This design comes from an exercise in tuning for a short achievable clock period and few clock cycles on the open sky130 flow, not from production work. At most, simulation tests tie the RTL to the original design; equivalence was not proved. For runs 1 and 2, only the layout was checked, not whether the RTL still works. In runs 2 and 3 the design's own scripts or RTL, not TritonCTS, make the clock network. The clock input has no modelled driver; a real chip could not lean on it and would need a root buffer or a full tree. Power figures rest on the tool's default switching activity, not on a simulated workload.

### design/flow/flow/cts.tcl
utl::set_metrics_stage "cts__{}"
source $::env(SCRIPTS_DIR)/load.tcl
source $::env(SCRIPTS_DIR)/lec_check.tcl
erase_non_stage_variables cts
load_design 3_place.odb 3_place.sdc
source_step_tcl PRE CTS

# Clone clock tree inverters next to register loads
# so cts does not try to buffer the inverted clocks.
repair_clock_inverters

proc save_progress { stage } {
  puts "Run 'make gui_$stage.odb' to load progress snapshot"
  orfs_write_db $::env(RESULTS_DIR)/$stage.odb
  orfs_write_sdc $::env(RESULTS_DIR)/$stage.sdc
}

# Run CTS
set cts_args [list \
  -sink_clustering_enable \
  -repair_clock_nets]

append_env_var cts_args CTS_BUF_DISTANCE -distance_between_buffers 1
append_env_var cts_args CTS_CLUSTER_SIZE -sink_clustering_size 1
append_env_var cts_args CTS_CLUSTER_DIAMETER -sink_clustering_max_diameter 1
append_env_var cts_args CTS_BUF_LIST -buf_list 1
append_env_var cts_args CTS_LIB_NAME -library 1


if { [env_var_exists_and_non_empty CTS_ARGS] } {
  set cts_args $::env(CTS_ARGS)
}

set_dont_use $::env(DONT_USE_CELLS)

# A two-level clock tree instead of clock_tree_synthesis: the clock port
# drives 4 root buffers, each drives the leaf buffers of its quarter of the
# die, and each leaf buffer drives about 25 flip-flops.
source $::env(FLOW_TREE_TCL)
build_clock_tree clk 4 25 sky130_fd_sc_hd__clkbuf_16

utl::push_metrics_stage "cts__{}__pre_repair_timing"
log_cmd estimate_parasitics -placement
if { $::env(DETAILED_METRICS) } {
  report_metrics 4 "cts pre-repair-timing"
}
utl::pop_metrics_stage

set_placement_padding -global \
  -left $::env(CELL_PAD_IN_SITES_DETAIL_PLACEMENT) \
  -right $::env(CELL_PAD_IN_SITES_DETAIL_PLACEMENT)

set result [catch { detailed_placement } msg]
if { $result != 0 } {
  save_progress 4_1_error
  error "Detailed placement failed in CTS: $msg"
}

log_cmd estimate_parasitics -placement

if { $::env(CTS_SNAPSHOTS) } {
  save_progress 4_1_pre_repair_hold_setup
}

if { !$::env(SKIP_CTS_REPAIR_TIMING) } {
  if { $::env(EQUIVALENCE_CHECK) } {
    write_eqy_verilog 4_before_rsz.v
  }
  if { $::env(LEC_CHECK) } {
    write_lec_verilog 4_before_rsz_lec.v
  }

  repair_timing_helper

  if { $::env(EQUIVALENCE_CHECK) } {
    run_equivalence_test
  }
  if { $::env(LEC_CHECK) } {
    write_lec_verilog 4_after_rsz_lec.v
    run_lec_test 4_rsz 4_before_rsz_lec.v 4_after_rsz_lec.v
  }

  set result [catch { detailed_placement } msg]
  if { $result != 0 } {
    save_progress 4_1_error
    error "Detailed placement failed in CTS: $msg"
  }

  check_placement -verbose
}

report_metrics 4 "cts final"

source_step_tcl POST CTS

orfs_write_db $::env(RESULTS_DIR)/4_1_cts.odb
orfs_write_sdc $::env(RESULTS_DIR)/4_cts.sdc
### design/flow/design.v
module ssq_symdec (
    input  wire        clk,
    input  wire        rst,
    input  wire        in_valid,
    output wire        in_ready,
    input  wire [7:0]  in_data,
    input  wire        in_last,
    output reg         out_valid,
    input  wire        out_ready,
    output reg  [7:0]  out_data,
    output reg         out_last,
    output reg  [1:0]  out_err,
    output reg  [15:0] out_err_pos,
    output reg  [7:0]  out_err_val,
    output reg  [2:0]  out_pad
);
    localparam ERR_NONE = 2'd0;
    localparam ERR_SDEC = 2'd1;
    localparam ERR_CDEC = 2'd2;
    localparam EV_NONE  = 2'd0;
    localparam EV_SDEC  = 2'd1;   
    localparam EV_CEND  = 2'd2;   
    localparam EV_CNEXT = 2'd3;   
    localparam BN     = 24;       
    localparam RDEPTH = 6;        
    localparam RQS    = RDEPTH + 1;   
    localparam IW     = 13;       
    localparam RW     = 26;       
    reg        in_ready_r;  
    reg        ir_n;        
    reg        c_v;
    reg [7:0]  c_data;
    reg        c_last;
    assign in_ready = in_ready_r;
    always @(posedge clk) begin
        c_v    <= in_valid && !ir_n && !rst;
        c_data <= in_data;
        c_last <= in_last;
    end
    wire [5:0] cls;         
    assign cls[0] = (c_data == 8'h2A);
    assign cls[1] = (c_data == 8'h25);
    assign cls[2] = (c_data == 8'h24);
    assign cls[3] = (c_data == 8'h23);
    assign cls[4] = (c_data == 8'h21);
    assign cls[5] = (c_data == 8'h26);
    reg [44:0] wn;
    reg [4:0]  pf_full;     
    reg [4:0]  pf_bad;      
    reg [4:0]  pf_bad2;     
    reg [24:0] pf_nph;      
    function automatic [83:0] pre;
        input [4:0] bits;
        input integer len;
        integer pp;
        reg [8:0] w;
        reg f, b1, b2;
        reg [4:0] n;
        reg [44:0] wv;
        reg [4:0] fv_, b1v, b2v;
        reg [24:0] nv;
        begin
            wv = 45'd0; fv_ = 5'd0; b1v = 5'd0; b2v = 5'd0; nv = 25'd0;
            for (pp = 0; pp < 5; pp = pp + 1) begin
                w  = {bits, 4'b0000} >> pp;
                f  = (pp + len >= 5);
                b1 = f && !w[4];
                b2 = f && w[4] && (pp + len >= 6) && !w[3];
                n  = 5'b00001 << (f ? pp + len - 5 : pp + len);
                wv[9*pp +: 9] = w;
                fv_[pp] = f;
                b1v[pp] = b1;
                b2v[pp] = b2;
                nv[5*pp +: 5] = n;
            end
            pre = {wv, fv_, b1v, b2v, nv};
        end
    endfunction
    wire [83:0] pre0 = pre(5'b10000, 1);   
    wire [83:0] pre1 = pre(5'b11000, 2);   
    wire [83:0] pre2 = pre(5'b11100, 3);   
    wire [83:0] pre3 = pre(5'b11110, 4);   
    wire [83:0] pre4 = pre(5'b11111, 5);   
    wire [83:0] pre5 = pre(5'b10100, 3);   
    wire [83:0] pre_sel = ({84{cls[0]}} & pre0) | ({84{cls[1]}} & pre1) |
                          ({84{cls[2]}} & pre2) | ({84{cls[3]}} & pre3) |
                          ({84{cls[4]}} & pre4) | ({84{cls[5]}} & pre5);
    reg        d_v;
    reg        d_ok;
    reg        d_last;
    reg [7:0]  d_char;
    reg [15:0] d_idx;
    reg [15:0] chr_idx;     
    reg [44:0] d_wn;
    reg [4:0]  d_full;
    reg [4:0]  d_bad;
    reg [4:0]  d_bad2;
    reg [24:0] d_nph;
    always @(posedge clk) begin
        {d_wn, d_full, d_bad, d_bad2, d_nph} <= pre_sel;
        d_ok   <= |cls;
        d_last <= c_last;
        d_char <= c_data;
        d_idx  <= chr_idx;
        if (rst) begin
            d_v     <= 1'b0;
            chr_idx <= 16'd0;
        end else begin
            d_v <= c_v;
            if (c_v)
                chr_idx <= c_last ? 16'd0 : chr_idx + 16'd1;
        end
    end
    reg [4:0]  ph;          
    reg [3:0]  pend;        
    reg        stop;        
    wire [8:0] s_wn  = (d_wn[8:0]   & {9{ph[0]}}) | (d_wn[17:9]  & {9{ph[1]}}) |
                       (d_wn[26:18] & {9{ph[2]}}) | (d_wn[35:27] & {9{ph[3]}}) |
                       (d_wn[44:36] & {9{ph[4]}});
    wire [4:0] s_nph = (d_nph[4:0]   & {5{ph[0]}}) | (d_nph[9:5]   & {5{ph[1]}}) |
                       (d_nph[14:10] & {5{ph[2]}}) | (d_nph[19:15] & {5{ph[3]}}) |
                       (d_nph[24:20] & {5{ph[4]}});
    wire       full = |(d_full & ph);
    wire       bad  = |(d_bad  & ph);
    wire       bad2 = |(d_bad2 & ph);
    wire [8:0] win    = {pend, 5'b00000} | s_wn;
    wire [3:0] pend_n = full ? win[3:0] : win[8:5];
    reg        o_v;
    reg        o_end;
    reg        o_blk_v;     
    reg [4:0]  o_blk;
    reg        o_rem_v;     
    reg [4:0]  o_rem_n;     
    reg [3:0]  o_rem;       
    reg [1:0]  o_ev;
    reg [15:0] o_idx;
    reg [7:0]  o_char;
    always @(posedge clk) begin
        o_end   <= d_last;
        o_blk   <= bad ? {1'b0, win[8:5]} : win[8:4];
        o_idx   <= d_idx;
        o_char  <= d_char;
        if (d_ok) begin
            o_rem_n <= s_nph;
            o_rem   <= pend_n;
        end else begin
            o_rem_n <= ph;
            o_rem   <= pend;
        end
        if (rst) begin
            ph      <= 5'b00001;
            pend    <= 4'd0;
            stop    <= 1'b0;
            o_v     <= 1'b0;
            o_blk_v <= 1'b0;
            o_rem_v <= 1'b0;
            o_ev    <= EV_NONE;
        end else begin
            o_v     <= d_v;
            o_blk_v <= 1'b0;
            o_rem_v <= 1'b0;
            o_ev    <= EV_NONE;
            if (d_v && !stop) begin
                if (!d_ok) begin
                    o_rem_v <= !ph[0];
                    o_ev    <= EV_SDEC;
                    stop    <= 1'b1;
                end else begin
                    o_blk_v <= full;
                    if (bad) begin
                        o_ev <= EV_CEND;
                        stop <= 1'b1;
                    end else if (bad2) begin
                        o_ev <= EV_CNEXT;
                        stop <= 1'b1;
                    end else begin
                        ph      <= s_nph;
                        pend    <= pend_n;
                        o_rem_v <= d_last && !s_nph[0];
                    end
                end
            end
            if (d_v && d_last) begin
                ph   <= 5'b00001;
                pend <= 4'd0;
                stop <= 1'b0;
            end
        end
    end
    reg [15:0] p4;
    reg [15:0] p5;
    reg [1:0]  e_err;       
    reg [15:0] e_pos;
    reg [7:0]  e_val;
    reg [4:0] rem_chunk;
    always @(*) begin
        case (1'b1)
            o_rem_n[1]: rem_chunk = {4'b0000, o_rem[3]};
            o_rem_n[2]: rem_chunk = {3'b000, o_rem[3:2]};
            o_rem_n[3]: rem_chunk = {2'b00, o_rem[3:1]};
            default:    rem_chunk = {1'b0, o_rem};
        endcase
    end
    reg [1:0]  ev_err;
    reg [15:0] ev_pos;
    reg [7:0]  ev_val;
    always @(*) begin
        case (o_ev)
            EV_SDEC:  begin ev_err = ERR_SDEC; ev_pos = o_idx; ev_val = o_char; end
            EV_CEND:  begin ev_err = ERR_CDEC; ev_pos = p4;    ev_val = 8'h20;  end
            EV_CNEXT: begin ev_err = ERR_CDEC; ev_pos = p5;    ev_val = 8'h20;  end
            default:  begin ev_err = e_err;    ev_pos = e_pos; ev_val = e_val;  end
        endcase
    end
    reg          q_v;
    reg [IW-1:0] q_item;
    reg          q_rec_v;
    reg [RW-1:0] q_rec;
    always @(posedge clk) begin
        q_item[12:11] <= {1'b0, o_blk_v} + {1'b0, o_rem_v};
        q_item[10:1]  <= o_blk_v ? (o_rem_v ? {o_blk, rem_chunk} : {o_blk, 5'b00000})
                                 : (o_rem_v ? {rem_chunk, 5'b00000} : 10'd0);
        q_item[0]     <= o_end;
        q_rec         <= {ev_err, ev_pos, ev_val};
        if (rst) begin
            q_v     <= 1'b0;
            q_rec_v <= 1'b0;
            p4      <= 16'd4;
            p5      <= 16'd5;
            e_err   <= ERR_NONE;
            e_pos   <= 16'd0;
            e_val   <= 8'd0;
        end else begin
            q_v     <= o_v && (o_blk_v || o_rem_v || o_end);
            q_rec_v <= o_v && o_end;
            if (o_v) begin
                if (o_end) begin
                    p4    <= 16'd4;
                    p5    <= 16'd5;
                    e_err <= ERR_NONE;
                    e_pos <= 16'd0;
                    e_val <= 8'd0;
                end else begin
                    if (o_blk_v) begin
                        p4 <= p4 + 16'd5;
                        p5 <= p5 + 16'd5;
                    end
                    e_err <= ev_err;
                    e_pos <= ev_pos;
                    e_val <= ev_val;
                end
            end
        end
    end
    reg [6:0] lb;           
    reg [7:0] lc;           
    wire [1:0] i_n    = q_v ? q_item[12:11] : 2'd0;
    wire [9:0] i_bits = q_v ? q_item[10:1] : 10'd0;
    wire       i_end  = q_v && q_item[0];
    reg [16:0] st;          
    integer k;
    always @(*) begin
        st = {lb, 10'd0};
        for (k = 0; k < 8; k = k + 1)
            st = st | (({i_bits, 7'd0} >> k) & {17{lc[k]}});
    end
    wire [2:0] sf = i_n[1] ? (|lc[7:6] ? 3'b100 : 3'b010) :
                    i_n[0] ? (|lc[7:3] ? 3'b010 : 3'b001) : 3'b001;
    wire [7:0] sr = i_n[1] ? {lc[5:0], lc[7:6]} :
                    i_n[0] ? {lc[2:0], lc[7:3]} : lc;
    wire [7:0] byte0 = st[16:9];
    wire [7:0] byte1 = st[8:1];
    wire [7:0] byte2 = {st[0], 7'd0};
    wire [7:0] part  = sf[0] ? byte0 : sf[1] ? byte1 : byte2;    
    wire [6:0] left  = sf[0] ? st[16:10] : sf[1] ? st[8:2] : {st[0], 6'd0};
    reg [2:0] pad;          
    always @(*) begin
        case (1'b1)
            sr[1]:   pad = 3'd7;
            sr[2]:   pad = 3'd6;
            sr[3]:   pad = 3'd5;
            sr[4]:   pad = 3'd4;
            sr[5]:   pad = 3'd3;
            sr[6]:   pad = 3'd2;
            sr[7]:   pad = 3'd1;
            default: pad = 3'd0;
        endcase
    end
    wire       has_part = i_end && !sr[0];
    wire [8:0] b_end    = {1'b1, 5'd0, pad};
    wire [8:0] b_part   = {1'b0, part};
    wire [8:0] bt0 = !sf[0] ? {1'b0, byte0} : has_part ? b_part : b_end;
    wire [8:0] bt1 = sf[2]  ? {1'b0, byte1} : (sf[1] && has_part) ? b_part : b_end;
    wire [8:0] bt2 = (sf[2] && has_part) ? b_part : b_end;
    wire [8:0] bt3 = b_end;
    wire [4:0] nb;
    assign nb[0] = sf[0] && !i_end;
    assign nb[1] = (sf[1] && !i_end) || (sf[0] && i_end && !has_part);
    assign nb[2] = (sf[2] && !i_end) || (sf[1] && i_end && !has_part) || (sf[0] && has_part);
    assign nb[3] = (sf[2] && i_end && !has_part) || (sf[1] && has_part);
    assign nb[4] = sf[2] && has_part;
    reg [8:0] w0, w1, w2, w3;
    reg [4:0] wcnt;         
    always @(posedge clk) begin
        w0 <= bt0;
        w1 <= bt1;
        w2 <= bt2;
        w3 <= bt3;
        if (rst)
            wcnt <= 5'b00001;
        else
            wcnt <= nb;
        if (rst) begin
            lb <= 7'd0;
            lc <= 8'b00000001;
        end else if (i_end) begin
            lb <= 7'd0;
            lc <= 8'b00000001;
        end else begin
            lb <= left;
            lc <= sr;
        end
    end
    reg [8:0]    bq [0:BN-1];
    reg [BN-1:0] b_wp;
    reg [BN-1:0] b_rp;
    reg [BN-1:0] b_cnt;     
    wire         b_rd;      
    reg [9*BN-1:0] bq_next;   
    integer m;
    always @(*) begin
        for (m = 0; m < BN; m = m + 1) begin
            bq_next[9*m +: 9] = bq[m];
            if (!wcnt[0]) begin
                if (b_wp[m])
                    bq_next[9*m +: 9] = w0;
                else if (b_wp[(m + BN - 1) % BN] && !wcnt[1])
                    bq_next[9*m +: 9] = w1;
                else if (b_wp[(m + BN - 2) % BN] && (wcnt[3] | wcnt[4]))
                    bq_next[9*m +: 9] = w2;
                else if (b_wp[(m + BN - 3) % BN] && wcnt[4])
                    bq_next[9*m +: 9] = w3;
            end
        end
    end
    always @(posedge clk)
        for (m = 0; m < BN; m = m + 1)
            bq[m] <= bq_next[9*m +: 9];
    wire [BN-1:0] b_cnt_w = wcnt[1] ? {b_cnt[BN-2:0], 1'b1} :
                            wcnt[2] ? {b_cnt[BN-3:0], 2'b11} :
                            wcnt[3] ? {b_cnt[BN-4:0], 3'b111} :
                            wcnt[4] ? {b_cnt[BN-5:0], 4'b1111} : b_cnt;
    always @(posedge clk) begin
        if (rst) begin
            b_wp  <= {{(BN-1){1'b0}}, 1'b1};
            b_rp  <= {{(BN-1){1'b0}}, 1'b1};
            b_cnt <= {BN{1'b0}};
        end else begin
            b_wp <= wcnt[1] ? {b_wp[BN-2:0], b_wp[BN-1]} :
                    wcnt[2] ? {b_wp[BN-3:0], b_wp[BN-1:BN-2]} :
                    wcnt[3] ? {b_wp[BN-4:0], b_wp[BN-1:BN-3]} :
                    wcnt[4] ? {b_wp[BN-5:0], b_wp[BN-1:BN-4]} : b_wp;
            if (b_rd)
                b_rp <= {b_rp[BN-2:0], b_rp[BN-1]};
            b_cnt <= b_rd ? {1'b0, b_cnt_w[BN-1:1]} : b_cnt_w;
        end
    end
    reg [8:0] b_head;
    reg [8:0] hd_stay;      
    reg [8:0] hd_move;      
    always @(*) begin
        hd_stay = 9'd0;
        hd_move = 9'd0;
        for (m = 0; m < BN; m = m + 1) begin
            hd_stay = hd_stay | (bq_next[9*m +: 9] & {9{b_rp[m]}});
            hd_move = hd_move | (bq_next[9*((m + 1) % BN) +: 9] & {9{b_rp[m]}});
        end
    end
    always @(posedge clk)
        b_head <= b_rd ? hd_move : hd_stay;
    reg [RW-1:0]  rq [0:RQS-1];
    reg [RQS-1:0] rq_wp;    
    reg [RQS-1:0] rq_rp;    
    reg [RW-1:0]  r_head;   
    wire          r_rd;     
    reg [RW-1:0] r_cur;
    reg [RW-1:0] r_nxt;
    integer j;
    always @(*) begin
        r_cur = {RW{1'b0}};
        r_nxt = {RW{1'b0}};
        for (j = 0; j < RQS; j = j + 1) begin
            r_cur = r_cur | (rq[j] & {RW{rq_rp[j]}});
            r_nxt = r_nxt | (rq[(j + 1) % RQS] & {RW{rq_rp[j]}});
        end
    end
    always @(posedge clk) begin
        for (j = 0; j < RQS; j = j + 1)
            if (rq_wp[j])
                rq[j] <= q_rec;
        r_head <= r_rd ? r_nxt : r_cur;
        if (rst) begin
            rq_wp <= {{(RQS-1){1'b0}}, 1'b1};
            rq_rp <= {{(RQS-1){1'b0}}, 1'b1};
        end else begin
            if (q_rec_v)
                rq_wp <= {rq_wp[RQS-2:0], rq_wp[RQS-1]};
            if (r_rd)
                rq_rp <= {rq_rp[RQS-2:0], rq_rp[RQS-1]};
        end
    end
    reg [RDEPTH-1:0] msgs;
    wire msg_in = c_v && c_last;
    always @(posedge clk) begin
        if (rst)
            msgs <= {RDEPTH{1'b0}};
        else if (msg_in && !r_rd)
            msgs <= {msgs[RDEPTH-2:0], 1'b1};
        else if (r_rd && !msg_in)
            msgs <= {1'b0, msgs[RDEPTH-1:1]};
    end
    always @(posedge clk) begin
        if (rst) begin
            in_ready_r <= 1'b1;
            ir_n       <= 1'b0;
        end else begin
            in_ready_r <= !b_cnt[BN - 16] && !msgs[RDEPTH - 3];
            ir_n       <= b_cnt[BN - 16] || msgs[RDEPTH - 3];
        end
    end
    reg        ov_n;        
    reg [37:0] o_n;         
    wire out_free = ov_n || out_ready;
    wire can  = b_cnt[0];
    assign b_rd = out_free && can;
    assign r_rd = b_rd && b_head[8];
    wire        h_last = b_head[8];
    wire [37:0] o_new  = {h_last,
                          h_last ? 8'd0 : b_head[7:0],
                          h_last ? r_head : {RW{1'b0}},
                          h_last ? b_head[2:0] : 3'd0};
    wire [37:0] o_next = out_free ? o_new : ~o_n;
    wire        ov_next = out_free ? can : 1'b1;
    always @(posedge clk) begin
        if (rst) begin
            out_valid <= 1'b0;
            ov_n      <= 1'b1;
        end else begin
            out_valid <= ov_next;
            ov_n      <= !ov_next;
        end
        {out_last, out_data, out_err, out_err_pos, out_err_val, out_pad} <= o_next;
        o_n <= ~o_next;
    end
endmodule
### design/flow/flow/run.sh
#!/bin/bash
# Standard layout, except that:
#  - the port buffers are buf_4 (the resizer sizes them later), and
#  - the clock tree is built by flow/tree.tcl (a two-level tree of clkbuf_16)
#    in place of clock_tree_synthesis.
# Each step's output goes to a log file of its own in this folder.
set -euo pipefail
here=$(pwd)
ports="BUFFER_PORTS_ARGS=-buffer_cell sky130_fd_sc_hd__buf_4"

bash standard.sh synth > log_1_synth.txt 2>&1
bash standard.sh "$ports" place > log_2_place.txt 2>&1

# ORFS's scripts with cts.tcl swapped for ours, used for the CTS step only
rm -rf "$here/cts_scripts"
cp -r "$FLOW_HOME/scripts" "$here/cts_scripts"
cp "$here/flow/cts.tcl" "$here/cts_scripts/cts.tcl"
FLOW_TREE_TCL="$here/flow/tree.tcl" bash standard.sh "$ports" do-4_1_cts do-4_cts \
  SCRIPTS_DIR="$here/cts_scripts" > log_3_cts.txt 2>&1

bash standard.sh "$ports" finish > log_4_finish.txt 2>&1
### design/flow/config.mk
export PLATFORM = sky130hd
export DESIGN_NAME = ssq_symdec
export DESIGN_NICKNAME = ssq_symdec
export VERILOG_FILES = /design/flow/design.v
export SDC_FILE = /design/flow/constraint.sdc
export NUM_CORES = 4
export LEC_CHECK = 0
export CAP_MARGIN = 20
export CORE_MARGIN = 2
export CORE_UTILIZATION = 50
export SETUP_SLACK_MARGIN = 3.4
export SLEW_MARGIN = 20
### design/flow/flow/tree.tcl
# Two-level clock tree: the clock port drives NROOT root buffers, each root
# buffer drives the leaf buffers of its part of the die, and each leaf buffer
# drives a cluster of about LEAF_SIZE flip-flop clock pins.
proc build_clock_tree { clk_net_name nroot leaf_size buf_master } {
  set block [ord::get_db_block]
  set db [ord::get_db]
  set master [$db findMaster $buf_master]
  set clk_net [$block findNet $clk_net_name]

  # sinks: every clock pin on the clock net
  set sinks {}
  foreach it [$clk_net getITerms] {
    set inst [$it getInst]
    set bb [$inst getBBox]
    set x [expr {([$bb xMin] + [$bb xMax]) / 2}]
    set y [expr {([$bb yMin] + [$bb yMax]) / 2}]
    lappend sinks [list $it $x $y]
  }
  set n [llength $sinks]
  set k [expr {max(1, int(ceil(double($n) / $leaf_size)))}]
  # round the leaf count up to a multiple of the root count
  set k [expr {int(ceil(double($k) / $nroot)) * $nroot}]
  puts "clock tree: $n sinks, $k leaf buffers, $nroot root buffers"

  # k-means with capacity: seed on a grid sorted by x then y
  set sorted [lsort -real -index 1 $sinks]
  set cent {}
  for {set c 0} {$c < $k} {incr c} {
    set s [lindex $sorted [expr {int(($c + 0.5) * $n / $k)}]]
    lappend cent [list [lindex $s 1] [lindex $s 2]]
  }
  set cap [expr {int(ceil(double($n) / $k)) + 2}]
  for {set iter 0} {$iter < 30} {incr iter} {
    # assign: each sink to its nearest centre with room, sinks in order of
    # how much they lose by not getting their nearest centre
    set cnt [lrepeat $k 0]
    set assign [lrepeat $n -1]
    set order {}
    for {set i 0} {$i < $n} {incr i} {
      set s [lindex $sinks $i]
      set ds {}
      for {set c 0} {$c < $k} {incr c} {
        set ce [lindex $cent $c]
        lappend ds [list $c [expr {abs([lindex $s 1] - [lindex $ce 0]) + abs([lindex $s 2] - [lindex $ce 1])}]]
      }
      set ds [lsort -real -index 1 $ds]
      lappend order [list $i [expr {[lindex $ds end 1] - [lindex $ds 0 1]}] $ds]
    }
    foreach o [lsort -real -decreasing -index 1 $order] {
      set i [lindex $o 0]
      foreach d [lindex $o 2] {
        set c [lindex $d 0]
        if {[lindex $cnt $c] < $cap} {
          lset cnt $c [expr {[lindex $cnt $c] + 1}]
          lset assign $i $c
          break
        }
      }
    }
    set sx [lrepeat $k 0.0]
    set sy [lrepeat $k 0.0]
    for {set i 0} {$i < $n} {incr i} {
      set c [lindex $assign $i]
      set s [lindex $sinks $i]
      lset sx $c [expr {[lindex $sx $c] + [lindex $s 1]}]
      lset sy $c [expr {[lindex $sy $c] + [lindex $s 2]}]
    }
    for {set c 0} {$c < $k} {incr c} {
      if {[lindex $cnt $c] > 0} {
        lset cent $c [list [expr {[lindex $sx $c] / [lindex $cnt $c]}] [expr {[lindex $sy $c] / [lindex $cnt $c]}]]
      }
    }
  }

  # group leaf centres for the root buffers the same way: sort by x, split
  # into column halves, then by y
  set leaves {}
  for {set c 0} {$c < $k} {incr c} { lappend leaves [list $c {*}[lindex $cent $c]] }
  set groups {}
  if {$nroot == 4} {
    set byx [lsort -real -index 1 $leaves]
    set half [expr {$k / 2}]
    foreach part [list [lrange $byx 0 [expr {$half - 1}]] [lrange $byx $half end]] {
      set byy [lsort -real -index 2 $part]
      set h2 [expr {[llength $byy] / 2}]
      lappend groups [lrange $byy 0 [expr {$h2 - 1}]] [lrange $byy $h2 end]
    }
  } elseif {$nroot == 2} {
    set byx [lsort -real -index 1 $leaves]
    set half [expr {$k / 2}]
    lappend groups [lrange $byx 0 [expr {$half - 1}]] [lrange $byx $half end]
  } else {
    lappend groups $leaves
  }

  # build
  set r 0
  foreach g $groups {
    set gx 0.0; set gy 0.0
    foreach l $g { set gx [expr {$gx + [lindex $l 1]}]; set gy [expr {$gy + [lindex $l 2]}] }
    set gx [expr {int($gx / [llength $g])}]
    set gy [expr {int($gy / [llength $g])}]
    set rinst [odb::dbInst_create $block $master "clkroot_$r"]
    $rinst setLocation $gx $gy
    $rinst setPlacementStatus PLACED
    set rnet [odb::dbNet_create $block "clknet_root_$r"]
    $rnet setSigType CLOCK
    [$rinst findITerm A] connect $clk_net
    [$rinst findITerm X] connect $rnet
    foreach l $g {
      set c [lindex $l 0]
      set linst [odb::dbInst_create $block $master "clkleaf_$c"]
      $linst setLocation [expr {int([lindex $l 1])}] [expr {int([lindex $l 2])}]
      $linst setPlacementStatus PLACED
      set lnet [odb::dbNet_create $block "clknet_leaf_$c"]
      $lnet setSigType CLOCK
      [$linst findITerm A] connect $rnet
      [$linst findITerm X] connect $lnet
    }
    incr r
  }
  for {set i 0} {$i < $n} {incr i} {
    set it [lindex [lindex $sinks $i] 0]
    set c [lindex $assign $i]
    set lnet [$block findNet "clknet_leaf_$c"]
    $it disconnect
    $it connect $lnet
  }
}
### design/flow/constraint.sdc
create_clock -name core_clock -period 5.0 [get_ports {clk}]
set_input_delay 1.0000 -clock core_clock [delete_from_list [all_inputs] [get_ports {clk}]]
set_output_delay 1.0000 -clock core_clock [all_outputs]
set_load 0.01 [all_outputs]
### design/flow/standard.sh
#!/bin/bash
# synth_recipe.tcl (not shown) runs the flow's synth.tcl, then flattens the netlist and writes it again
# the make line also repeats each setting of config.mk as NAME=value (left out here)
make -C /OpenROAD-flow-scripts/flow DESIGN_CONFIG=/design/flow/config.mk WORK_HOME=/design/flow/orfs CLKGATE_MAP_FILE= SYNTH_SCRIPT=/design/flow/synth_recipe.tcl "${@:-finish}"
==> results of run 1 <==
-- routing by layer --
layer	GRT overflow	global-route usage (%)
met1	0	73.1
met2	1	78.0
met4	1	53.1
met5	0	37.7
met3	0	53.4
-- kinds of logic after synthesis --
logic type | after synthesis | share of synthesized area, %
adders and majority gates | 6 | 0.163
muxes | 125 | 3.24
and+or+nand+nor | 1709 | 17.4
buffers and inverters | 698 | 6.28
other | 1 | 0.00815
DFF | 869 | 41.7
AOI/OAI and AO/OA | 2033 | 30.5
xor gates and xnor gates | 33 | 0.628
-- power by group through the flow --
stage	clock (µW)	sequential (µW)	combinational, µW
4_1_cts	2670	7670	929
3_5_place_dp	0	7670	718
3_3_place_gp	0	7670	716
2_1_floorplan	0	7580	542
-- through the flow --
stage	hold WS, ns	area (µm²)	instances
after floorplan	0.310	48300	5477
after detailed placement	0.312	48800	6391
after CTS	0.312	61000	6985
after global placement	0.312	48800	6391
-- timing repair --
item | in CTS
pin swaps | 375
endpoints found under the setup margin | 591
setup buffers | 493
gates resized for setup | 1283
gates cloned | 61
-- Yosys cell counts (51+ instances only) --
| cell | count |
|---|---|
| a21o_1 | 52 |
| nor2_1 | 439 |
| a22oi_1 | 198 |
| clkbuf_1 | 353 |
| nand2_1 | 562 |
| nand3_1 | 198 |
| dfxtp_1 | 687 |
| a222oi_1 | 101 |
| buf_1 | 66 |
| edfxtp_1 | 182 |
| a211oi_1 | 79 |
| buf_2 | 120 |
| a221oi_1 | 129 |
| inv_1 | 125 |
| nor2b_1 | 114 |
| nand4_1 | 51 |
| a22o_1 | 77 |
| nor3_1 | 57 |
| mux2i_1 | 78 |
| a21oi_1 | 526 |
| nand2b_1 | 69 |
| o21ai_0 | 303 |
| a31oi_1 | 100 |
-- worst max path at each step --
stage	end	cells past startpoint	slack, ns	start
2_1_floorplan	b_head[1]	8	2.09	out_ready
3_3_place_gp	b_head[5]	10	1.33	out_ready
3_5_place_dp	b_head[5]	10	1.38	out_ready
4_1_cts	b_head[1]	8	1.91	out_ready
==> metrics.cfg, run 1 <==
[grt]
grt_max_degree=67
grt-ovfl-total=2
grt_usage_pct=66.6

[synthesis]
ys_seq_area_share_pct=41.7
synthCells=5474
netlist_top_cells_area=dfxtp_1, edfxtp_1, a21oi_1
avgSynthCellArea_um2=8.41
synth_area_um2=46000
synth_top_area_share_pct=29.9
synth_edf_count=182
synth_flop_cell=dfxtp_1
synth-seq-cells=869
yosys_warnings=3
async_flop_share_pct=0
synth_top_cell_by_area=dfxtp_1
synth_cell_types=102

[floorplan]
floorplan.die.width_um=307
ios=53
initial_core_util_pct=50.3
die_h_um=307
row_count=111

[run_status]
tool.error=[ERROR GRT-0232] Routing congestion too high. Check the congestion heatmap in the GUI.
status=stopped before the end
lastStage=global routing

[cts]
postCtsHoldBufs=0

[placed_design]
dpl.hpwl_um=174000
place.port_buffers=52
gp_congestion=1.24
dp_slack_ns=1.38

==> run 2, diff against run 1 <==
--- a/design/flow/design.v
+++ b/design/flow/design.v
@@ -327,24 +327,19 @@
     reg [BN-1:0] b_cnt;     
     wire         b_rd;      
-    reg [9*BN-1:0] bq_next;   
     integer m;
-    always @(*) begin
+    always @(posedge clk) begin
         for (m = 0; m < BN; m = m + 1) begin
-            bq_next[9*m +: 9] = bq[m];
             if (!wcnt[0]) begin
                 if (b_wp[m])
-                    bq_next[9*m +: 9] = w0;
+                    bq[m] <= w0;
                 else if (b_wp[(m + BN - 1) % BN] && !wcnt[1])
-                    bq_next[9*m +: 9] = w1;
+                    bq[m] <= w1;
                 else if (b_wp[(m + BN - 2) % BN] && (wcnt[3] | wcnt[4]))
-                    bq_next[9*m +: 9] = w2;
+                    bq[m] <= w2;
                 else if (b_wp[(m + BN - 3) % BN] && wcnt[4])
-                    bq_next[9*m +: 9] = w3;
+                    bq[m] <= w3;
             end
         end
     end
-    always @(posedge clk)
-        for (m = 0; m < BN; m = m + 1)
-            bq[m] <= bq_next[9*m +: 9];
     wire [BN-1:0] b_cnt_w = wcnt[1] ? {b_cnt[BN-2:0], 1'b1} :
                             wcnt[2] ? {b_cnt[BN-3:0], 2'b11} :
@@ -366,17 +361,10 @@
         end
     end
-    reg [8:0] b_head;
-    reg [8:0] hd_stay;      
-    reg [8:0] hd_move;      
+    reg [8:0] b_head;       
     always @(*) begin
-        hd_stay = 9'd0;
-        hd_move = 9'd0;
-        for (m = 0; m < BN; m = m + 1) begin
-            hd_stay = hd_stay | (bq_next[9*m +: 9] & {9{b_rp[m]}});
-            hd_move = hd_move | (bq_next[9*((m + 1) % BN) +: 9] & {9{b_rp[m]}});
-        end
+        b_head = 9'd0;
+        for (m = 0; m < BN; m = m + 1)
+            b_head = b_head | (bq[m] & {9{b_rp[m]}});
     end
-    always @(posedge clk)
-        b_head <= b_rd ? hd_move : hd_stay;
     reg [RW-1:0]  rq [0:RQS-1];
     reg [RQS-1:0] rq_wp;    
==> run 2 against run 1 <==
  * The run now finishes clean
  * Synthesized cell count fell by 29%
  * Area after synthesis fell by 15%
==> metrics.cfg, run 2 <==
[grt]
grt_use_met3_pct=9.19
antenna_found_initial=3
grt_usage_pct=34.7
grt_max_degree=53
grt_pass1_vias=31100
grt-ovfl-total=0
globalRouteMet1Util_pct=48.9
grt-busiest-layer=met2
grt_pass1_wl_um=210000
grt_use_met2_pct=50.9

[finish]
area_growth_pct=29.3
diodes=0
layout_commonest_cell=edfxtp_1
mostFrequentLayoutCells=edfxtp_1, nand2_1, dfxtp_1
largest_register_ffs=216
largestRegisters=bq x216, rq x182
stdcell_count=5080
drive_above_1_share_pct=33.3
nets=4060
filler_cell_count=5773
largest-register=bq

[sta]
finalHoldViolations=0
period_minus_slack_ns=2.13
maxSlewHeadroom_pct=6.50
worst_slew_pin_slew_ns=1.40
tns_ns=0
fmax_mhz=469
clock_skew_ns=0.0640
final.period_utilization_pct=42.7
rsz0062_at_grt=yes
setup_viol_count_final=0
drv_slew=0

[routing]
drt_drc_violations_left=0
num_vias=34300
antenna_left=0
dr.pass1.iters=9
drt-initial-drc-count=5565
drt-vias-per-instance=6.76
wl_per_cell_um=29.6
drt_wl_total_um=150000

[synthesis]
synth-seq-cells=860
synthTopCellsByCount=edfxtp_1, dfxtp_1, nand2_1, clkbuf_1, a21oi_1
synth_top_cell_by_area=edfxtp_1
async_flop_share_pct=0
synth.most_common_cell=edfxtp_1
synth_cell_types=70
ys_seq_area_share_pct=55.3
synth_edf_count=435
netlist_top_cells_area=edfxtp_1, dfxtp_1, mux2i_1
synth_area_um2=39000
synth_flop_cell=edfxtp_1
avgSynthCellArea_um2=10.0
yosys_warnings=3
synth_top_area_share_pct=33.5
synthCells=3889

[pwr]
p_clk_share_pct=31.7
pwr-share-comb_pct=2.5
peakVddDrop_uv=225
switching_share_pct=20.8
power.leakage_uw=0.0173
switching_power_uw=2340
power_frac_seq_pct=65.8
power.density_nw_per_um2=223
intPower_uw=8910

[cts]
clk_pin_slew_ns=0.11
postCtsHoldBufs=0
insertion_delay_ns=0.46

[worst_setup_path]
reg2regPathDepth=9
worst_ep_arrival_time_ns=2.42
critPathLaunch=b_rp[4]
worst_setup_path_start_kind=register
required_ns=5.28
end_kind=register
cp-endpoint=msgs[4]
reg2reg_setup_slack_ns=2.87
r2r-end=msgs[4]
reg2reg_from=b_rp[4]
critPathKind=reg -> reg
cp_max_fo=11

[floorplan]
dieArea_um2=80300
die_h_um=283
ios=53
floorplan.die.width_um=283
initial_core_util_pct=50.5
coreArea_um2=77300
row_count=102

[min_path]
hp-class=reg -> reg

[placed_design]
place.port_buffers=52
gp_congestion=1.02
dpl.hpwl_um=79000
placedCellCount=4672

[job]
max_cap_violations=0

[run_status]
status=timing/DRC/antenna clean

[run 2: layout make-up]
| cell class | instances | area [µm²] | share of cell area (%) |
|---|---|---|---|
| well taps | 1040 | 1300 | 2.58 |
| repair inverters | 2 | 31.3 | 0.0620 |
| multi-input cells | 2644 | 19700 | 39.1 |
| plain buffers | 40 | 1000 | 1.98 |
| flip-flops and latches | 860 | 21800 | 43.3 |
| inverters | 25 | 130 | 0.258 |
| repair buffers | 469 | 6430 | 12.8 |
[run 2: stage by stage]
stage | total power, µW | cell area, µm² | worst slack [ns] | hold slack [ns] | utilization (%)
after floorplan | 7670 | 39900 | 2.94 | 0.310 | -
after global placement | 7730 | 40400 | 2.13 | 0.312 | 52.2
after detailed placement | 7730 | 40400 | 2.08 | 0.312 | 52.2
after CTS | 10500 | 47400 | 2.67 | 0.312 | 61.2
after global routing | 11500 | 50500 | 2.85 | 0.331 | 65.2
final | 11300 | 50500 | 2.87 | 0.321 | 65.2
[run 2: routing by layer]
layer	vias to the layer above	wire length [µm]
met4	0	8710
li1	14700	-
met1	16500	57400
met5	-	0
met2	2538	62900
met3	579	21200
[run 2: worst min-delay path by stage]
| stage | from | to | slack [ns] | cells after the start |
|---|---|---|---|---|
| after floorplan | d_char[0] | o_char[0] | 0.31 | 0 |
| after global placement | d_idx[14] | o_idx[14] | 0.31 | 0 |
| after CTS | d_idx[11] | o_idx[11] | 0.31 | 0 |
| after global routing | d_char[0] | o_char[0] | 0.33 | 0 |
| after detailed placement | d_idx[11] | o_idx[11] | 0.31 | 0 |
| final | d_char[0] | o_char[0] | 0.32 | 0 |
[run 2: timing repair]
action / CTS / global route
gates resized for setup: 713 / 591
pin swaps: 256 / 246
setup buffers: 199 / 94
setup endpoints to repair: 829 / 774
gates cloned: 67 / 8
[run 2: kinds of logic (layout without fill, tap and decap cells)]
family | after synthesis | in the layout | synth area share (%)
compound gates | 1189 | 1191 | 19.4
simple gates | 1172 | 1188 | 14.0
flops | 860 | 860 | 55.3
buf+inv | 406 | 536 | 4.16
mux | 216 | 216 | 6.07
xor+xnor | 40 | 40 | 0.898
fa+ha+maj | 5 | 5 | 0.160
other cells | 1 | 4 | 0.00961
[run 2: power by group through the flow]
stage	clock, µW	combinational (µW)	sequential (µW)
after global placement	0	156	7570
after global routing	3830	291	7410
after floorplan	0	117	7560
final	3570	282	7400
after CTS	2660	250	7570
after detailed placement	0	158	7580
[run 2: worst max-delay path: stages (launching register included)]
cell,delay [ns]
dfxtp_1,0.33
buf_6,0.16
a22oi_2,0.28
nand4_1,0.15
buf_6,0.18
o31ai_4,0.22
buf_12,0.17
buf_12,0.14
mux2i_1,0.20
o311ai_1,0.12
==> run 3, diff against run 2 <==
--- a/design/flow/design.v
+++ b/design/flow/design.v
@@ -22,9 +22,10 @@
     localparam EV_CEND  = 2'd2;   
     localparam EV_CNEXT = 2'd3;   
-    localparam BN     = 24;       
-    localparam RDEPTH = 6;        
-    localparam RQS    = RDEPTH + 1;   
-    localparam IW     = 13;       
-    localparam RW     = 26;       
+    localparam DEPTH  = 12;       
+    localparam RDEPTH = 5;        
+    localparam RS     = DEPTH + 1;
+    localparam RQS    = RDEPTH + 1;
+    localparam IW    = 13;        
+    localparam RW    = 26;        
     reg        in_ready_r;  
     reg        ir_n;        
@@ -253,126 +254,62 @@
         end
     end
-    reg [6:0] lb;           
-    reg [7:0] lc;           
-    wire [1:0] i_n    = q_v ? q_item[12:11] : 2'd0;
-    wire [9:0] i_bits = q_v ? q_item[10:1] : 10'd0;
-    wire       i_end  = q_v && q_item[0];
-    reg [16:0] st;          
-    integer k;
-    always @(*) begin
-        st = {lb, 10'd0};
-        for (k = 0; k < 8; k = k + 1)
-            st = st | (({i_bits, 7'd0} >> k) & {17{lc[k]}});
-    end
-    wire [2:0] sf = i_n[1] ? (|lc[7:6] ? 3'b100 : 3'b010) :
-                    i_n[0] ? (|lc[7:3] ? 3'b010 : 3'b001) : 3'b001;
-    wire [7:0] sr = i_n[1] ? {lc[5:0], lc[7:6]} :
-                    i_n[0] ? {lc[2:0], lc[7:3]} : lc;
-    wire [7:0] byte0 = st[16:9];
-    wire [7:0] byte1 = st[8:1];
-    wire [7:0] byte2 = {st[0], 7'd0};
-    wire [7:0] part  = sf[0] ? byte0 : sf[1] ? byte1 : byte2;    
-    wire [6:0] left  = sf[0] ? st[16:10] : sf[1] ? st[8:2] : {st[0], 6'd0};
-    reg [2:0] pad;          
+    reg [IW-1:0]    fq [0:RS-1];
+    reg [RS-1:0]    f_wp;       
+    reg [RS-1:0]    f_rp;       
+    reg [DEPTH:0]   f_tot;      
+    reg             pop_d;      
+    reg [DEPTH-1:0] f_mcnt;     
+    reg [IW-1:0]    h;          
+    reg             hv;
+    wire            pop;
+    wire f_mempty = !f_mcnt[0];
+    wire to_h   = q_v && f_mempty && (!hv || pop);
+    wire from_m = pop && !f_mempty;
+    wire to_m_pop   = q_v && !f_mempty;
+    wire to_m_nopop = q_v && !(f_mempty && !hv);
+    wire [DEPTH-1:0] mcnt_pop   = (!f_mempty && !q_v) ? {1'b0, f_mcnt[DEPTH-1:1]} : f_mcnt;
+    wire [DEPTH-1:0] mcnt_nopop = to_m_nopop ? {f_mcnt[DEPTH-2:0], 1'b1} : f_mcnt;
+    wire [RS-1:0]    wp_step    = {f_wp[RS-2:0], f_wp[RS-1]};
+    wire [RS-1:0]    wp_pop     = to_m_pop ? wp_step : f_wp;
+    wire [RS-1:0]    wp_nopop   = to_m_nopop ? wp_step : f_wp;
+    reg [IW-1:0] f_out;         
+    integer j;
     always @(*) begin
-        case (1'b1)
-            sr[1]:   pad = 3'd7;
-            sr[2]:   pad = 3'd6;
-            sr[3]:   pad = 3'd5;
-            sr[4]:   pad = 3'd4;
-            sr[5]:   pad = 3'd3;
-            sr[6]:   pad = 3'd2;
-            sr[7]:   pad = 3'd1;
-            default: pad = 3'd0;
-        endcase
+        f_out = {IW{1'b0}};
+        for (j = 0; j < RS; j = j + 1)
+            f_out = f_out | (fq[j] & {IW{f_rp[j]}});
     end
-    wire       has_part = i_end && !sr[0];
-    wire [8:0] b_end    = {1'b1, 5'd0, pad};
-    wire [8:0] b_part   = {1'b0, part};
-    wire [8:0] bt0 = !sf[0] ? {1'b0, byte0} : has_part ? b_part : b_end;
-    wire [8:0] bt1 = sf[2]  ? {1'b0, byte1} : (sf[1] && has_part) ? b_part : b_end;
-    wire [8:0] bt2 = (sf[2] && has_part) ? b_part : b_end;
-    wire [8:0] bt3 = b_end;
-    wire [4:0] nb;
-    assign nb[0] = sf[0] && !i_end;
-    assign nb[1] = (sf[1] && !i_end) || (sf[0] && i_end && !has_part);
-    assign nb[2] = (sf[2] && !i_end) || (sf[1] && i_end && !has_part) || (sf[0] && has_part);
-    assign nb[3] = (sf[2] && i_end && !has_part) || (sf[1] && has_part);
-    assign nb[4] = sf[2] && has_part;
-    reg [8:0] w0, w1, w2, w3;
-    reg [4:0] wcnt;         
     always @(posedge clk) begin
-        w0 <= bt0;
-        w1 <= bt1;
-        w2 <= bt2;
-        w3 <= bt3;
-        if (rst)
-            wcnt <= 5'b00001;
-        else
-            wcnt <= nb;
+        for (j = 0; j < RS; j = j + 1)
+            if (f_wp[j])
+                fq[j] <= q_item;
+        h <= ({IW{from_m}} & f_out) | ({IW{to_h}} & q_item) | ({IW{!from_m && !to_h}} & h);
         if (rst) begin
-            lb <= 7'd0;
-            lc <= 8'b00000001;
-        end else if (i_end) begin
-            lb <= 7'd0;
-            lc <= 8'b00000001;
+            f_wp   <= {{(RS-1){1'b0}}, 1'b1};
+            f_rp   <= {{(RS-1){1'b0}}, 1'b1};
+            f_tot  <= {(DEPTH+1){1'b0}};
+            f_mcnt <= {DEPTH{1'b0}};
+            pop_d  <= 1'b0;
+            hv     <= 1'b0;
         end else begin
-            lb <= left;
-            lc <= sr;
-        end
-    end
-    reg [8:0]    bq [0:BN-1];
-    reg [BN-1:0] b_wp;
-    reg [BN-1:0] b_rp;
-    reg [BN-1:0] b_cnt;     
-    wire         b_rd;      
-    integer m;
-    always @(posedge clk) begin
-        for (m = 0; m < BN; m = m + 1) begin
-            if (!wcnt[0]) begin
-                if (b_wp[m])
-                    bq[m] <= w0;
-                else if (b_wp[(m + BN - 1) % BN] && !wcnt[1])
-                    bq[m] <= w1;
-                else if (b_wp[(m + BN - 2) % BN] && (wcnt[3] | wcnt[4]))
-                    bq[m] <= w2;
-                else if (b_wp[(m + BN - 3) % BN] && wcnt[4])
-                    bq[m] <= w3;
-            end
-        end
-    end
-    wire [BN-1:0] b_cnt_w = wcnt[1] ? {b_cnt[BN-2:0], 1'b1} :
-                            wcnt[2] ? {b_cnt[BN-3:0], 2'b11} :
-                            wcnt[3] ? {b_cnt[BN-4:0], 3'b111} :
-                            wcnt[4] ? {b_cnt[BN-5:0], 4'b1111} : b_cnt;
-    always @(posedge clk) begin
-        if (rst) begin
-            b_wp  <= {{(BN-1){1'b0}}, 1'b1};
-            b_rp  <= {{(BN-1){1'b0}}, 1'b1};
-            b_cnt <= {BN{1'b0}};
-        end else begin
-            b_wp <= wcnt[1] ? {b_wp[BN-2:0], b_wp[BN-1]} :
-                    wcnt[2] ? {b_wp[BN-3:0], b_wp[BN-1:BN-2]} :
-                    wcnt[3] ? {b_wp[BN-4:0], b_wp[BN-1:BN-3]} :
-                    wcnt[4] ? {b_wp[BN-5:0], b_wp[BN-1:BN-4]} : b_wp;
-            if (b_rd)
-                b_rp <= {b_rp[BN-2:0], b_rp[BN-1]};
-            b_cnt <= b_rd ? {1'b0, b_cnt_w[BN-1:1]} : b_cnt_w;
-        end
-    end
-    reg [8:0] b_head;       
-    always @(*) begin
-        b_head = 9'd0;
-        for (m = 0; m < BN; m = m + 1)
-            b_head = b_head | (bq[m] & {9{b_rp[m]}});
-    end
-    reg [RW-1:0]  rq [0:RQS-1];
-    reg [RQS-1:0] rq_wp;    
-    reg [RQS-1:0] rq_rp;    
-    reg [RW-1:0]  r_head;   
-    wire          r_rd;     
+            f_wp <= pop ? wp_pop : wp_nopop;
+            if (from_m)
+                f_rp <= {f_rp[RS-2:0], f_rp[RS-1]};
+            pop_d <= pop;
+            f_mcnt <= pop ? mcnt_pop : mcnt_nopop;
+            if (q_v && !pop_d)
+                f_tot <= {f_tot[DEPTH-1:0], 1'b1};
+            else if (pop_d && !q_v)
+                f_tot <= {1'b0, f_tot[DEPTH:1]};
+            hv <= pop ? (!f_mempty || q_v) : (hv || q_v);
+        end
+    end
+    reg [RW-1:0]     rq [0:RQS-1];
+    reg [RQS-1:0]    rq_wp;     
+    reg [RQS-1:0]    rq_rp;     
+    reg [RW-1:0]     r_head;    
+    wire             emit_end;
     reg [RW-1:0] r_cur;
     reg [RW-1:0] r_nxt;
-    integer j;
     always @(*) begin
         r_cur = {RW{1'b0}};
@@ -387,5 +324,5 @@
             if (rq_wp[j])
                 rq[j] <= q_rec;
-        r_head <= r_rd ? r_nxt : r_cur;
+        r_head <= emit_end ? r_nxt : r_cur;
         if (rst) begin
             rq_wp <= {{(RQS-1){1'b0}}, 1'b1};
@@ -394,50 +331,154 @@
             if (q_rec_v)
                 rq_wp <= {rq_wp[RQS-2:0], rq_wp[RQS-1]};
-            if (r_rd)
+            if (emit_end)
                 rq_rp <= {rq_rp[RQS-2:0], rq_rp[RQS-1]};
         end
     end
     reg [RDEPTH-1:0] msgs;
-    wire msg_in = c_v && c_last;
+    wire msg_in  = c_v && c_last;
+    wire msg_out = emit_end;
+    wire [RDEPTH-1:0] msgs_n = (msg_in && !msg_out) ? {msgs[RDEPTH-2:0], 1'b1} :
+                               (msg_out && !msg_in) ? {1'b0, msgs[RDEPTH-1:1]} : msgs;
     always @(posedge clk) begin
         if (rst)
             msgs <= {RDEPTH{1'b0}};
-        else if (msg_in && !r_rd)
-            msgs <= {msgs[RDEPTH-2:0], 1'b1};
-        else if (r_rd && !msg_in)
-            msgs <= {1'b0, msgs[RDEPTH-1:1]};
+        else
+            msgs <= msgs_n;
     end
+    reg ir_pre;
     always @(posedge clk) begin
         if (rst) begin
+            ir_pre     <= 1'b1;
             in_ready_r <= 1'b1;
             ir_n       <= 1'b0;
         end else begin
-            in_ready_r <= !b_cnt[BN - 16] && !msgs[RDEPTH - 3];
-            ir_n       <= b_cnt[BN - 16] || msgs[RDEPTH - 3];
+            ir_pre     <= !f_tot[DEPTH + 1 - 7] && !msgs_n[RDEPTH - 3];
+            in_ready_r <= ir_pre;
+            ir_n       <= !ir_pre;
+        end
+    end
+    wire [1:0]  h_n    = h[12:11];
+    wire [9:0]  h_bits = h[10:1];
+    wire        h_end  = h[0];
+    reg [16:0] acc;         
+    reg [7:0]  pr;          
+    reg [2:0]  pq;          
+    reg        end_pend;    
+    reg [2:0]  p_pad;
+    reg        skid_v;
+    wire big        = !pq[0];
+    wire emit_data  = !skid_v && big;
+    wire emit_fe    = !skid_v && !big && end_pend;
+    wire emit_flush = emit_fe && !pr[0];
+    assign emit_end = emit_fe && pr[0];
+    wire emit       = emit_data || emit_fe;
+    assign pop = hv && ((pq[0] && (!end_pend || (!skid_v && pr[0]))) ||
+                        (pq[1] && !end_pend && !skid_v));
+    reg [16:0] ins;
+    integer k;
+    always @(*) begin
+        ins = 17'd0;
+        for (k = 0; k < 8; k = k + 1)
+            ins = ins | (({h_bits, 7'd0} >> k) & {17{pr[k]}});
+    end
+    wire [7:0] pr5  = {pr[2:0], pr[7:3]};
+    wire       c5   = |pr[7:3];
+    wire [7:0] pr10 = {pr[5:0], pr[7:6]};
+    wire       c10  = |pr[7:6];
+    wire [2:0] pq_pop = h_n[1] ? (c10 ? 3'b100 : 3'b010) :
+                        h_n[0] ? (c5 ? 3'b010 : 3'b001) : 3'b001;
+    wire [7:0] pr_pop = h_n[1] ? pr10 : h_n[0] ? pr5 : pr;
+    reg [7:0] pr_n;
+    reg [2:0] pq_n;
+    always @(*) begin
+        if (emit_flush) begin
+            pr_n = 8'b00000001;
+            pq_n = 3'b001;
+        end else if (pop) begin
+            pr_n = pr_pop;
+            pq_n = pq_pop;
+        end else begin
+            pr_n = pr;
+            pq_n = emit_data ? {1'b0, pq[2:1]} : pq;
         end
     end
+    reg [2:0] pad_of;       
+    always @(*) begin
+        case (1'b1)
+            pr[1]:   pad_of = 3'd7;
+            pr[2]:   pad_of = 3'd6;
+            pr[3]:   pad_of = 3'd5;
+            pr[4]:   pad_of = 3'd4;
+            pr[5]:   pad_of = 3'd3;
+            pr[6]:   pad_of = 3'd2;
+            pr[7]:   pad_of = 3'd1;
+            default: pad_of = 3'd0;
+        endcase
+    end
+    wire [16:0] acc_a = emit_data ? {acc[8:0], 8'd0} : (emit_flush ? 17'd0 : acc);
+    wire        b_last = emit_end;
+    wire [7:0]  b_data = emit_end ? 8'd0 : acc[16:9];
+    wire [1:0]  b_err  = emit_end ? r_head[25:24] : 2'd0;
+    wire [15:0] b_pos  = emit_end ? r_head[23:8]  : 16'd0;
+    wire [7:0]  b_val  = emit_end ? r_head[7:0]   : 8'd0;
+    wire [2:0]  b_pad  = emit_end ? p_pad : 3'd0;
+    always @(posedge clk) begin
+        if (rst) begin
+            acc      <= 17'd0;
+            pr       <= 8'b00000001;
+            pq       <= 3'b001;
+            end_pend <= 1'b0;
+            p_pad    <= 3'd0;
+        end else begin
+            acc      <= acc_a | (pop ? ins : 17'd0);
+            pr       <= pr_n;
+            pq       <= pq_n;
+            end_pend <= (end_pend && !emit_end) || (pop && h_end);
+            if (emit_flush)
+                p_pad <= pad_of;
+            else if (emit_end)
+                p_pad <= 3'd0;
+        end
+    end
+    reg        s_last;
+    reg [7:0]  s_data;
+    reg [1:0]  s_err;
+    reg [15:0] s_pos;
+    reg [7:0]  s_val;
+    reg [2:0]  s_pad;
     reg        ov_n;        
     reg [37:0] o_n;         
     wire out_free = ov_n || out_ready;
-    wire can  = b_cnt[0];
-    assign b_rd = out_free && can;
-    assign r_rd = b_rd && b_head[8];
-    wire        h_last = b_head[8];
-    wire [37:0] o_new  = {h_last,
-                          h_last ? 8'd0 : b_head[7:0],
-                          h_last ? r_head : {RW{1'b0}},
-                          h_last ? b_head[2:0] : 3'd0};
-    wire [37:0] o_next = out_free ? o_new : ~o_n;
-    wire        ov_next = out_free ? can : 1'b1;
+    wire ld_s = out_free && skid_v;
+    wire ld_b = out_free && !skid_v;
+    wire hold = !out_free;
+    wire [37:0] o_cur  = ~o_n;
+    wire [37:0] o_skid = {s_last, s_data, s_err, s_pos, s_val, s_pad};
+    wire [37:0] o_beat = {b_last, b_data, b_err, b_pos, b_val, b_pad};
+    wire [37:0] o_next = ({38{hold}} & o_cur) | ({38{ld_s}} & o_skid) | ({38{ld_b}} & o_beat);
+    wire        ov_next = out_free ? (skid_v || emit) : 1'b1;
     always @(posedge clk) begin
         if (rst) begin
             out_valid <= 1'b0;
             ov_n      <= 1'b1;
+            skid_v    <= 1'b0;
         end else begin
             out_valid <= ov_next;
             ov_n      <= !ov_next;
+            if (out_free)
+                skid_v <= 1'b0;
+            else if (emit)
+                skid_v <= 1'b1;
         end
         {out_last, out_data, out_err, out_err_pos, out_err_val, out_pad} <= o_next;
         o_n <= ~o_next;
+        if (!skid_v) begin
+            s_last <= b_last;
+            s_data <= b_data;
+            s_err  <= b_err;
+            s_pos  <= b_pos;
+            s_val  <= b_val;
+            s_pad  <= b_pad;
+        end
     end
 endmodule
--- a/design/flow/flow/run.sh
+++ b/design/flow/flow/run.sh
@@ -2,5 +2,5 @@
 # Standard layout, except that:
 #  - the port buffers are buf_4 (the resizer sizes them later), and
-#  - the clock tree is built by flow/tree.tcl (a two-level tree of clkbuf_16)
+#  - the clock tree is built by flow/tree.tcl (a two-level tree of clkinv_16)
 #    in place of clock_tree_synthesis.
 # Each step's output goes to a log file of its own in this folder.
--- a/design/flow/flow/cts.tcl
+++ b/design/flow/flow/cts.tcl
@@ -35,8 +35,8 @@
 
 # A two-level clock tree instead of clock_tree_synthesis: the clock port
-# drives 4 root buffers, each drives the leaf buffers of its quarter of the
-# die, and each leaf buffer drives about 25 flip-flops.
+# drives 4 root inverters, each drives the leaf inverters of its quarter of
+# the die, and each leaf inverter drives about 35 flip-flops.
 source $::env(FLOW_TREE_TCL)
-build_clock_tree clk 4 25 sky130_fd_sc_hd__clkbuf_16
+build_clock_tree clk 4 35 sky130_fd_sc_hd__clkinv_16 sky130_fd_sc_hd__clkinv_16
 
 utl::push_metrics_stage "cts__{}__pre_repair_timing"
--- a/design/flow/flow/tree.tcl
+++ b/design/flow/flow/tree.tcl
@@ -1,9 +1,15 @@
-# Two-level clock tree: the clock port drives NROOT root buffers, each root
-# buffer drives the leaf buffers of its part of the die, and each leaf buffer
-# drives a cluster of about LEAF_SIZE flip-flop clock pins.
-proc build_clock_tree { clk_net_name nroot leaf_size buf_master } {
+# Two-level clock tree: the clock port drives NROOT root cells, each root
+# cell drives the leaf cells of its part of the die, and each leaf cell
+# drives a cluster of about LEAF_SIZE flip-flop clock pins. The cells are
+# buffers, or inverters (two levels of inverters keep the clock's polarity).
+proc build_clock_tree { clk_net_name nroot leaf_size buf_master {leaf_master ""} } {
   set block [ord::get_db_block]
   set db [ord::get_db]
   set master [$db findMaster $buf_master]
+  if {$leaf_master eq ""} { set leaf_master $buf_master }
+  set lmaster [$db findMaster $leaf_master]
+  # output pin: X for buffers, Y for inverters
+  set rout [expr {[string match *inv* $buf_master] ? "Y" : "X"}]
+  set lout [expr {[string match *inv* $leaf_master] ? "Y" : "X"}]
   set clk_net [$block findNet $clk_net_name]
 
@@ -107,8 +113,8 @@
     $rnet setSigType CLOCK
     [$rinst findITerm A] connect $clk_net
-    [$rinst findITerm X] connect $rnet
+    [$rinst findITerm $rout] connect $rnet
     foreach l $g {
       set c [lindex $l 0]
-      set linst [odb::dbInst_create $block $master "clkleaf_$c"]
+      set linst [odb::dbInst_create $block $lmaster "clkleaf_$c"]
       $linst setLocation [expr {int([lindex $l 1])}] [expr {int([lindex $l 2])}]
       $linst setPlacementStatus PLACED
@@ -116,5 +122,5 @@
       $lnet setSigType CLOCK
       [$linst findITerm A] connect $rnet
-      [$linst findITerm X] connect $lnet
+      [$linst findITerm $lout] connect $lnet
     }
     incr r
--- a/design/flow/config.mk
+++ b/design/flow/config.mk
@@ -8,5 +8,5 @@
 export CAP_MARGIN = 20
 export CORE_MARGIN = 2
-export CORE_UTILIZATION = 50
-export SETUP_SLACK_MARGIN = 3.4
+export CORE_UTILIZATION = 55
+export SETUP_SLACK_MARGIN = 3.6
 export SLEW_MARGIN = 20
==> run 3 against run 2 <==
  * Critical endpoint is now r_head[18]
  * Still clean
  * Die area fell by 32%
  * Critical path type unchanged
  * Via count fell by 43%
  * Maximum frequency rose by 18%
  * Global-route usage fell by 9.1 points
==> metrics.cfg, run 3 <==
[run_status]
status=timing/DRC/antenna clean

[worst_setup_path]
critPathKind=reg -> reg
reg2reg_from=pr[0]
required_ns=5.16
worst_setup_path_start_kind=register
worst_ep_arrival_time_ns=1.97
cp_max_fo=8
critPathLaunch=pr[0]
end_kind=register

[grt]
grt_max_degree=55
antenna_found_initial=0
grt-ovfl-total=0
grt_usage_pct=25.7
grt_pass1_vias=18600
grt_pass1_wl_um=109000

[synthesis]
netlist_top_cells_area=edfxtp_1, dfxtp_1, a22oi_1
avgSynthCellArea_um2=12.4
yosys_warnings=3
synth-seq-cells=787
synth_edf_count=350
synth_cell_types=62
synth.most_common_cell=dfxtp_1
synthTopCellsByCount=dfxtp_1, edfxtp_1, nor2_1, a22oi_1, clkbuf_1
synth_top_area_share_pct=36.5
async_flop_share_pct=0
synth_area_um2=28800
synthCells=2322
synth_top_cell_by_area=edfxtp_1
synth_flop_cell=dfxtp_1
ys_seq_area_share_pct=66.8

[floorplan]
coreArea_um2=51600
die_h_um=233
floorplan.die.width_um=233
row_count=83
ios=53
dieArea_um2=54300
initial_core_util_pct=55.9

[routing]
met1_length_um=32800
drt-vias-per-instance=6.23
top_layer=met4
wl_met3_um=4060
wl_met2_um=36500
drt_drc_violations_left=0
drt-initial-drc-count=1827
wl_per_cell_um=23.7
drt_wl_total_um=75000
dr.pass1.iters=6
antenna_left=0
num_vias=19700

[finish]
drive_above_1_share_pct=33.4
fin_util_pct=70.1
multiInputGateArea_um2=11300
largestRegisters=fq x156, rq x156, o_n x38
layout_commonest_cell=edfxtp_1
mostFrequentLayoutCells=edfxtp_1, dfxtp_1, a22oi_1
diodes=0
area_growth_pct=25.4
nets=2502
filler_cell_count=3546
seqCellArea_um2=19500

[sta]
rsz0062_at_grt=yes
fmax_mhz=552
maxSlewHeadroom_pct=30.5
hold_ws_ns=0.327
finalHoldViolations=0
period_minus_slack_ns=1.81
clock_skew_ns=0.0211
final.period_utilization_pct=36.2
setup_viol_count_final=0
tns_ns=0
worst_slew_pin_slew_ns=1.04
drv_slew=0

[pwr]
peakVddDrop_uv=326
power.density_nw_per_um2=267
report.power.total_uw=9650
power.leakage_uw=0.0123

[placed_design]
place.port_buffers=52
dpl.hpwl_um=36900
gp_congestion=0.810

[cts]
insertion_delay_ns=0.29
clk_pin_slew_ns=0.09

[min_path]
hp-class=reg -> reg
hold_start=d_char[2]

[job]
max_cap_violations=0

## run 3: cell count changes after synthesis, sizes merged, moves of 85 or more
cell / before / now
and3: 140 / 12
nand2: 412 / 108
mux2i: 194 / 71
a21oi: 303 / 94
edfxtp: 435 / 350
o21ai: 374 / 96
clkbuf: 319 / 134
## run 3: routing by layer
layer	vias up	GRT usage [%]
met1	9896	37.6
li1	9001	-
met5	-	0
met3	113	1.88
met2	682	42.5
met4	0	4.92
## run 3: layout make-up
type	count	share of cell area [%]
Tap cell	680	2.35
Multi-Input combinational cell	1366	31.3
Sequential cell	787	53.8
Timing Repair Buffer	269	9.64
Timing Repair inverter	5	0.176
Inverter	52	2.72
## run 3: worst paths after layout
check,slack [ns],depth (start not counted),to
worst max-delay path,3.19,10,r_head[18]
worst min-delay path,0.33,0,o_char[2]
worst max register to register,3.19,10,r_head[18]
worst min register to register,0.33,0,o_char[2]
## run 3: where the power goes
group          leakage [µW]  total [µW]  internal, µW  switching, µW
Clock              0.000320        2670           417           2260
Combinational       0.00500         249           128            121
Sequential          0.00702        6730          6680           45.6
## run 3: worst max-delay path, stage by stage (launching register included)
cell	delay [ns]
dfxtp_4	0.37
buf_6	0.10
nand4b_1	0.18
buf_6	0.20
buf_4	0.13
buf_6	0.11
buf_8	0.13
buf_16	0.15
buf_6	0.12
nor2_4	0.11
a31oi_4	0.05
## run 3: timing repair
item	4_1_cts	5_1_grt
endpoints found under the setup margin	469	419
cloned	37	13
buffers inserted	99	80
pin swaps	90	135
hold buffers	0	0
gates resized for setup	431	386
## run 3: cell families (layout without fill, tap and decap cells)
kind of cell,count (synthesis),in the layout,share of synthesized area [%]
adder cells (fa/ha/maj),8,8,0.347
flip-flops,787,787,66.8
AO/OA/AOI/OAI,629,634,15.4
buffers and inverters,188,326,2.56
multiplexers,97,97,4.11
AND/OR/NAND/NOR,574,588,9.57
XOR/XNOR,39,39,1.18
## run 3: metrics by stage
step	area [µm²]	worst slack [ns]	std cells
3_3_place_gp	30000	2.35	2902
5_1_grt	36200	3.12	3159
2_1_floorplan	29700	3.07	2322
6_report	36200	3.19	3159
4_1_cts	34000	3.03	3066
3_5_place_dp	30000	2.28	2902
Testbench counts of run 3, summed over its fixed seeds: cycles 69,235.

[re-timing with driven ports]
The results above use ideal ports. As a check the final layouts listed here were re-extracted and re-timed, cells and wires unchanged. Step 1, drivers: a clkbuf_16 drives clk and a buf_2 each remaining input, both assumed. Step 2 also shifts input and output timing later by t, the mid clock arrival at the registers, as if the neighbouring blocks saw the same clock. Slacks: no drivers / after step 1 / after step 2; pairs: no drivers / after step 1.
run | t (ns) | setup WS [ns] | worst setup path after step 2 | worst register clock-pin slew, ns | worst data-port slew with drivers (ns)
run 2 | 0.574 | 2.866 / 2.866 / 2.602 | input to register | 0.11 / 0.11 | 0.37
run 3 | 0.536 | 3.190 / 3.015 / 2.909 | input to register | 0.10 / 0.10 | 0.28
After both steps every run listed still meets setup and hold. For run 3, which loses most, drivers alone change the setup slack by -0.175 ns; drivers and shift together by -0.281 ns.
